Background: an optimization exercise with open tools, aiming at small area, a short achievable clock period and few clock cycles. Do not read the settings as production practice.
RTL that was checked went through simulation tests only; none was proved equivalent to the original.
No activity file was given, so power comes from the tool's default toggle rates.

==> flow/design.v (excerpt) <==
module apx_readout (
    input  wire        clk,
    input  wire        rst,             
    input  wire        cfg_has_start,
    input  wire [7:0]  cfg_start,
    input  wire        cfg_has_end,
    input  wire [7:0]  cfg_end,
    input  wire [3:0]  cfg_payload_len,  
    input  wire        cfg_lsb,          
    input  wire [5:0]  cfg_col_off,
    input  wire [5:0]  cfg_col_w,
    input  wire [5:0]  cfg_row_off,
    input  wire [5:0]  cfg_row_w,
    input  wire [5:0]  cfg_toa_off,
    input  wire [5:0]  cfg_toa_w,
    input  wire [5:0]  cfg_tot_off,
    input  wire [5:0]  cfg_tot_w,
    input  wire        in_valid,
    input  wire [7:0]  in_data,
    output wire        in_ready,
    output wire        hit_valid,
    input  wire        hit_ready,
    output wire [5:0]  hit_col,
    output wire [5:0]  hit_row,
    output wire [31:0] hit_toa,
    output wire [31:0] hit_tot,
    output reg  [15:0] sync_loss_count,
    output reg  [15:0] err_count,
    output reg  [2:0]  last_cause
);
    localparam N_COL = 35;
    localparam N_ROW = 35;
    reg        t_has_start, t_has_end, t_lsb;
    reg [3:0]  t_last;                        
    reg [2:0]  t_col_a, t_row_a, t_toa_a, t_tot_a;
    reg [2:0]  t_col_b, t_row_b, t_toa_b, t_tot_b;
    reg        t_col_hany, t_row_hany;
    reg [5:0]  t_col_hlo, t_col_hhi, t_row_hlo, t_row_hhi;
    function [12:0] hi_tab;      
        input [5:0] off;
        input [5:0] w;
        input       lsb;
        reg   [6:0] e;
        begin
            e = {1'b0, off} + {1'b0, w} - 7'd1;
            hi_tab[12]  = (w > 6'd6);
  ...
clock: 10.0 ns
lec_check: 0
abc_area: 1
cap_margin: 20
core_margin: 2
core_utilization: 50
cts_buf_list: sky130_fd_sc_hd__clkbuf_4 sky130_fd_sc_hd__clkbuf_8
slew_margin: 20
standard.sh (not shown) runs the stock make flow with config.mk's settings and CLKGATE_MAP_FILE= SYNTH_SCRIPT=/design/flow/synth_recipe.tcl, a recipe that flattens the netlist after the stock synthesis.
==> flow/flow/run.sh <==
#!/bin/bash
# The standard layout, with plain buf_1 cells as the port buffers in
# place of the delay buffers buffer_ports picks by default, and timing
# repair aimed at a setup slack of 6.2 ns at the 10 ns clock.
set -euo pipefail
export BUFFER_PORTS_ARGS="-buffer_cell sky130_fd_sc_hd__buf_1"
export SETUP_SLACK_MARGIN=6.2
bash standard.sh > standard.log 2>&1
Then changed:
--- a/flow/design.v
+++ b/flow/design.v
@@ -17,32 +17,32 @@
         reg r, eq;
         begin
             r  = 1'b0;
             eq = 1'b1;
             for (i = 6; i >= 0; i = i - 1) begin
                 if (!c[i]) r = r | (eq & x[i]);
                 eq = eq & (x[i] == c[i]);
             end
             gtc = r;
         end
     endfunction
-    wire [4:0] d    = {1'b0, cnt} - {2'b0, base};
+    wire [4:0] d    = lsb ? ({1'b0, cnt} - {2'b0, base}) : ({2'b0, base} - {1'b0, cnt});
     wire [7:0]  dsel = lsb ? {din[0], din[1], din[2], din[3], din[4], din[5], din[6], din[7]} : din;
     wire [15:0] dd   = {dsel, dsel} >> a;
     assign rot = dd[7:0];
     wire [5:0] dh;
-    assign dh[0] = lsb ? (d == 5'd0) : (d == 5'd0);
-    assign dh[1] = lsb ? (d == 5'd1) : (d == 5'd31);
-    assign dh[2] = lsb ? (d == 5'd2) : (d == 5'd30);
-    assign dh[3] = lsb ? (d == 5'd3) : (d == 5'd29);
-    assign dh[4] = lsb ? (d == 5'd4) : (d == 5'd28);
+    assign dh[0] = (d == 5'd0);
+    assign dh[1] = (d == 5'd1);
+    assign dh[2] = (d == 5'd2);
+    assign dh[3] = (d == 5'd3);
+    assign dh[4] = (d == 5'd4);
     assign dh[5] = 1'b0;
     wire [5:0] dw = dh & {6{wr}};
     genvar k;
     generate
         for (k = 0; k < N; k = k + 1) begin : g_en
             wire cy = gtc({4'd0, a}, 7 - (k % 8));
             wire wm = gtc({1'b0, w}, k);
             assign en[k] = wm && (cy ? dh[k / 8 + 1] : dh[k / 8]);
             assign we[k] = wm && (cy ? dw[k / 8 + 1] : dw[k / 8]);
         end
     endgenerate
@@ -85,24 +85,24 @@
     reg [2:0]  t_col_b, t_row_b, t_toa_b, t_tot_b;
     reg        t_col_hany, t_row_hany;
     reg [5:0]  t_col_hlo, t_col_hhi, t_row_hlo, t_row_hhi;
     function [12:0] hi_tab;      
         input [5:0] off;
         input [5:0] w;
         input       lsb;
         reg   [6:0] e;
         begin
             e = {1'b0, off} + {1'b0, w} - 7'd1;
             hi_tab[12]  = (w > 6'd6);
-            hi_tab[11:6] = off + {3'd0, lsb, lsb, 1'b0};
-            hi_tab[5:0]  = e[5:0] - {3'd0, !lsb, !lsb, 1'b0};
+            hi_tab[11:6] = lsb ? off + 6'd6 : off;
+            hi_tab[5:0]  = lsb ? e[5:0] : e[5:0] - 6'd6;
         end
     endfunction
     function [5:0] fld_tab;      
         input [5:0] off;
         input [5:0] w;
         input       lsb;
         reg   [6:0] e;
         begin
             e = {1'b0, off} + {1'b0, w} - 7'd1;
             fld_tab[5:3] = lsb ? off[2:0] : ~e[2:0];
             fld_tab[2:0] = lsb ? off[5:3] : e[5:3];
Effect: Wire length is higher by 8.2%. Synthesized cell count is higher by 4.9%. Die area is higher by 3.4%. Area after synthesis rose by 3.5%. Cell area grows by 3.2%. Via count went up by 4.9%. Clock-buffer cell count does not change. Total power is higher by 3.7%. Global-route usage rose by 1.4 points. Worst setup slack gets better by 0.069 ns.
Testbench counts after the change, summed over its fixed seeds: cycles 43,825.
The RTL of the first run of this note was laid out without a check of its function.

==> port drivers added, routing unchanged <==
In the flow no input, the clock included, has a driving cell. The finished layouts below were timed again as built, in two steps.
Step 1 sets driving cells, clkbuf_16 on the clock port and buf_2 on the other inputs (assumed; they add their load-dependent delay and slew).
Step 2 also shifts input and output timing later by t, the mid clock arrival at the registers, as if the neighbouring blocks saw the same clock.
Slacks: no drivers / after step 1 / after step 2; pairs: no drivers / after step 1.
run | shift t [ns] | setup WS [ns] | worst setup path at the end | slew at the worst register clock pin (ns)
the first run | 0.503 | 6.270 / 6.293 / 5.790 | input to register | 0.11 / 0.11
the second run | 0.520 | 6.339 / 6.352 / 5.832 | input to register | 0.11 / 0.11
After both steps setup and hold are still met in every run listed. The setup slack of the second run, which loses most, moves by +0.013 ns with the drivers and by -0.507 ns with both steps.
